Context: an optimization exercise on an open-source flow, tuned for small area and few clock cycles. The choices shown serve that exercise and are no tape-out recipe. Where RTL was checked, it was by simulation tests only, not by an equivalence proof against the original. No activity file was given, so power comes from the tool's default toggle rates.

==> flow/design.v (excerpt) <==
module frame_codec (
    input  wire        clk,
    input  wire        rst,
    input  wire        in_valid,
    input  wire [7:0]  in_data,
    output reg         in_ready,
    output reg         tx_valid,
    output reg  [7:0]  tx_data,
    output reg         tx_last,
    input  wire        tx_ready,
    output reg         dsp_valid,
    output reg  [7:0]  dsp_data,
    output reg         dsp_last,
    input  wire        dsp_ready,
    output reg         rsp_valid,
    output wire [31:0] rsp_data,
    input  wire        rsp_ready
);
Size in the first run: ~6000 cells after synthesis, roughly 68 I/O pins, ~79000 µm² of cells after synthesis.
==> flow/config.mk <==
export PLATFORM = sky130hd
export DESIGN_NAME = frame_codec
export DESIGN_NICKNAME = frame_codec
export VERILOG_FILES = /design/flow/design.v
export SDC_FILE = /design/flow/constraint.sdc
export NUM_CORES = 4
export LEC_CHECK = 0
export CAP_MARGIN = 20
export CORE_MARGIN = 2
export CORE_UTILIZATION = 60
export CTS_BUF_LIST = sky130_fd_sc_hd__clkbuf_16
export CTS_CLUSTER_DIAMETER = 90
export CTS_CLUSTER_SIZE = 27
export PLACE_DENSITY = 0.75
export SLEW_MARGIN = 20
==> flow/constraint.sdc <==
create_clock -name core_clock -period 7.0 [get_ports {clk}]
set_input_delay 1.4000 -clock core_clock [delete_from_list [all_inputs] [get_ports {clk}]]
set_output_delay 1.4000 -clock core_clock [all_outputs]
set_load 0.01 [all_outputs]
run.sh (not shown) runs the stock make flow with config.mk's settings and CLKGATE_MAP_FILE= SYNTH_SCRIPT=/design/flow/synth_recipe.tcl, a recipe that flattens the netlist after the stock synthesis.
The starting point produced a clean layout.
Testbench counts at the start, summed over its fixed seeds: cycles 44,031.
Next try:
--- a/flow/design.v
+++ b/flow/design.v
@@ -124,15 +124,14 @@
     reg [15:0] rem;             
     reg [7:0]  pcnt;            
     reg [15:0] tx_crc;
     reg        dsp_pend;        
     reg [7:0]  dsp_type;
     reg [8:0]  dsp_len;
     reg [8:0]  rv;              
-    reg [7:0]  rpos;            
     reg [3:0]  b_status;
     reg [8:0]  b_value;
     reg [7:0]  b_rseq;          
     wire in_fire  = in_valid && in_ready;
     wire tx_fire  = tx_valid && tx_ready;
     wire dsp_fire = dsp_valid && dsp_ready;
     wire be_free  = (b_state == B_IDLE) || (b_state == B_RSP && rsp_ready);
@@ -142,14 +141,15 @@
     wire       fr_frag   = rem > {8'h00, frag_size};
     wire [7:0] fr_take   = fr_frag ? frag_size : rem[7:0];
     wire [7:0] fr_len    = fr_frag ? frag_size + 8'd2 : rem[7:0];
     wire [7:0] fr_fc     = {3'b000, fr_frag, 1'b0, 1'b1, chk_req, 1'b0};
     wire [15:0] rem_next = rem - {8'h00, fr_take};
     wire [7:0] wtap_pos = tcnt - wv[7:0] + 8'd1;
     wire       can_wr   = (wtap_pos[LW-1:0] == {LW{1'b0}}) && w_room;
+    wire [7:0] rpos     = tcnt - rv[7:0];
     wire       r_align  = (rpos[LR-1:0] == {LR{1'b0}});
     wire [7:0] rd_byte  = ring[{rpos[7:LR], {LR{1'b0}}, 3'b000} +: 8];
     wire       rd_avail = r_align && (src != SRC_RNG || f_state != F_SEND || wv != rv);
     localparam [2:0] RP_HDR = 3'd0, RP_PAY = 3'd1, RP_CLO = 3'd2, RP_CHI = 3'd3, RP_END = 3'd4;
     wire       rx_hdr3  = (f_state == F_RX) && (rx_ph == RP_HDR) && (bidx == 2'd3);
     wire       in_pay   = (f_state == F_RX) && (rx_ph == RP_PAY);
     wire       is_data  = in_pay && (!rx_frag || ek == 2'd2);
@@ -297,15 +297,15 @@
     wire       alloc_send = c0_send && in_fire;
     wire       hdr_wr     = (f_state == F_CMD) && s_hdr;
     wire [8:0] a_vb       = place(vh, tcnt, (f_state == F_RX && rx_frag) ? 3'd4 : 3'd2);
     wire [8:0] wv_nx = alloc_send ? a_vb :
                        (rx_hdr3 && in_fire) ?
                            (ctx_valid ? vn + ctx_offset : a_vb) :
                        (in_fire && (f_state == F_SEND || is_data || hdr_wr)) ? wv + 9'd1 : wv;
-    wire [8:0] w_dist_nx = wv_nx - ((rv == vh && vh != wv) ? vn : rv);
+    wire [8:0] w_dist_nx = wv_nx - ((rv == vh) ? vn : rv);
     reg [JW-1:0] pj;
     always @(*) begin
         pj = {JW{1'b0}};
         if (commit) begin
             pj[1:0]   = J_RECV;
             pj[5:2]   = o_status;
             pj[6]     = o_msg;
@@ -352,18 +352,14 @@
     wire          simple  = commit && (o_status == ST_OK) && !o_dsp;
     wire          merge   = simple && !jq_empty && (jq[jq_tl][1:0] == J_RUN) &&
                             (jq[jq_tl][4:2] != 3'd7) && !(h_pop && jq_n == 4'd1);
     wire          q_push  = push && !merge && !(take && jq_empty);
     wire [JW-1:0] q_new   = simple ? {1'b0, 7'h00, o_msg, 5'h00, 3'd0, J_RUN} : pj;
     wire [2:0]    tl_cnt  = jq[jq_tl][4:2];
     wire [7:0]    tl_bit  = 8'd1 << ((h_dec && jq_n == 4'd1) ? tl_cnt : tl_cnt + 3'd1);
-    wire          rv_load = take && ((t_kind == J_SEND && t_sring) || (t_kind == J_RECV && t_dsp));
-    wire          rv_inc  = (b_state == B_HDR && shdr && rd_avail) ||
-                            (b_state == B_PAY && src == SRC_RNG && tx_fire) ||
-                            (b_state == B_DSPP && dsp_fire);
     wire          dq_push = commit && o_dsp && !(take && jq_empty);
     wire          dq_pop  = take && !jq_empty && t_kind == J_RECV && t_dsp;
     assign rsp_data = {7'h00, b_value, 12'h000, b_status};
     always @(*) begin
         in_ready  = 1'b0;
         tx_valid  = 1'b0;
         tx_data   = 8'h00;
@@ -456,18 +452,16 @@
             vn          <= 9'h0;
             jq_n        <= 4'd0;
             dq_n        <= 2'd0;
             s_hdr       <= 1'b0;
             b_rseq      <= 8'h00;
             b_state     <= B_IDLE;
             rv          <= 9'h0;
-            rpos        <= 8'h00;
         end else begin
             tcnt   <= tcnt + 8'd1;
-            rpos   <= rv_load ? tcnt + 8'd1 - t_val[7:0] : rv_inc ? rpos : rpos + 8'd1;
             wv     <= wv_nx;
             w_room <= !w_dist_nx[8];
             if (alloc_rx || alloc_send)
                 vn <= a_vb;
             case (b_state)
                 B_HDR: if (shdr) begin
                     if (rd_avail) begin
@@ -625,16 +619,14 @@
             else if (!q_push && h_pop)
                 jq_n <= jq_n - 4'd1;
             case (f_state)
                 F_CMD: if (in_fire) begin
                     bidx <= bidx + 2'd1;
                     if (bidx == 2'd0)
                         s_hdr <= c0_send;
-                    if (hdr_wr)
-                        vh <= wv + 9'd1;
                     if (bidx == 2'd3) begin
                         cnt     <= {in_data, cmd[23:16]};
                         f_state <= F_WAIT;    
                     end else
                         cmd <= {in_data, cmd[23:8]};
                 end
                 F_DISC: if (in_fire) begin
@@ -646,18 +638,19 @@
                 end
                 F_SDIR: if (in_fire) begin
                     cnt <= cnt - 16'd1;
                     if (cnt == 16'd1)
                         f_state <= F_CMD;
                 end
                 F_SEND: if (in_fire) begin
-                    cnt <= cnt - 16'd1;
-                    vh  <= wv + 9'd1;
-                    if (cnt == 16'd1)
+                    cnt    <= cnt - 16'd1;
+                    if (cnt == 16'd1) begin
+                        vh      <= wv + 9'd1;
                         f_state <= F_CMD;
+                    end
                 end
                 F_RX: if (in_fire) begin
                     cnt   <= cnt - 16'd1;
                     rx_ph <= rx_ph_nx;
                     case (rx_ph)
                         RP_HDR: begin
                             bidx <= bidx + 2'd1;
Now the flow finished but fails on setup timing.
Area after synthesis fell by 0.30%.
Non-clock buffer count came out higher by 22.
Worst setup slack loses 0.74 ns.
Cell count came out higher by 0.79%.
Power grows by 15%.
Register-to-register slack is worse by 0.23 ns.
Final area stays flat.
Wire length went up by 1.2%.
Worst hold slack loses 0.022 ns.
Sequential share of layout area decreases by 0.27 points.
Global-route usage goes up by 0.18 points.
Maximum frequency went down by 11%.
Core utilization increases by 0.23 points.
The RTL of the second run of this note was laid out without a check of its function.

[what the ideal ports hide]
No port has a modelled driver above. Below, the same layouts with a new extraction and two added sets of constraints. Step 1 (the two cells are an assumption about what drives the block):
set clk [get_ports {clk}]
set_driving_cell -lib_cell sky130_fd_sc_hd__clkbuf_16 $clk
set_driving_cell -lib_cell sky130_fd_sc_hd__buf_2 [delete_from_list [all_inputs] $clk]
Step 2 adds t to the input delays and takes it off the output delays; t is the mean of the earliest and latest rising clock arrival at the registers after step 1. Input paths then give back, and output paths get back, about the clock's delay inside the block. a / b / c = ideal ports / drivers / drivers and shift; a / b = the first two.
run	t, ns	setup slack, ns	worst register clock-pin slew, ns
the first run	0.838	0.709 / 0.636 / 0.690	0.11 / 0.11
the second run	0.845	-0.035 / -0.114 / 0.615	0.12 / 0.12
For the first run, which loses most, drivers alone change the setup slack by -0.073 ns; drivers and shift together by -0.019 ns.
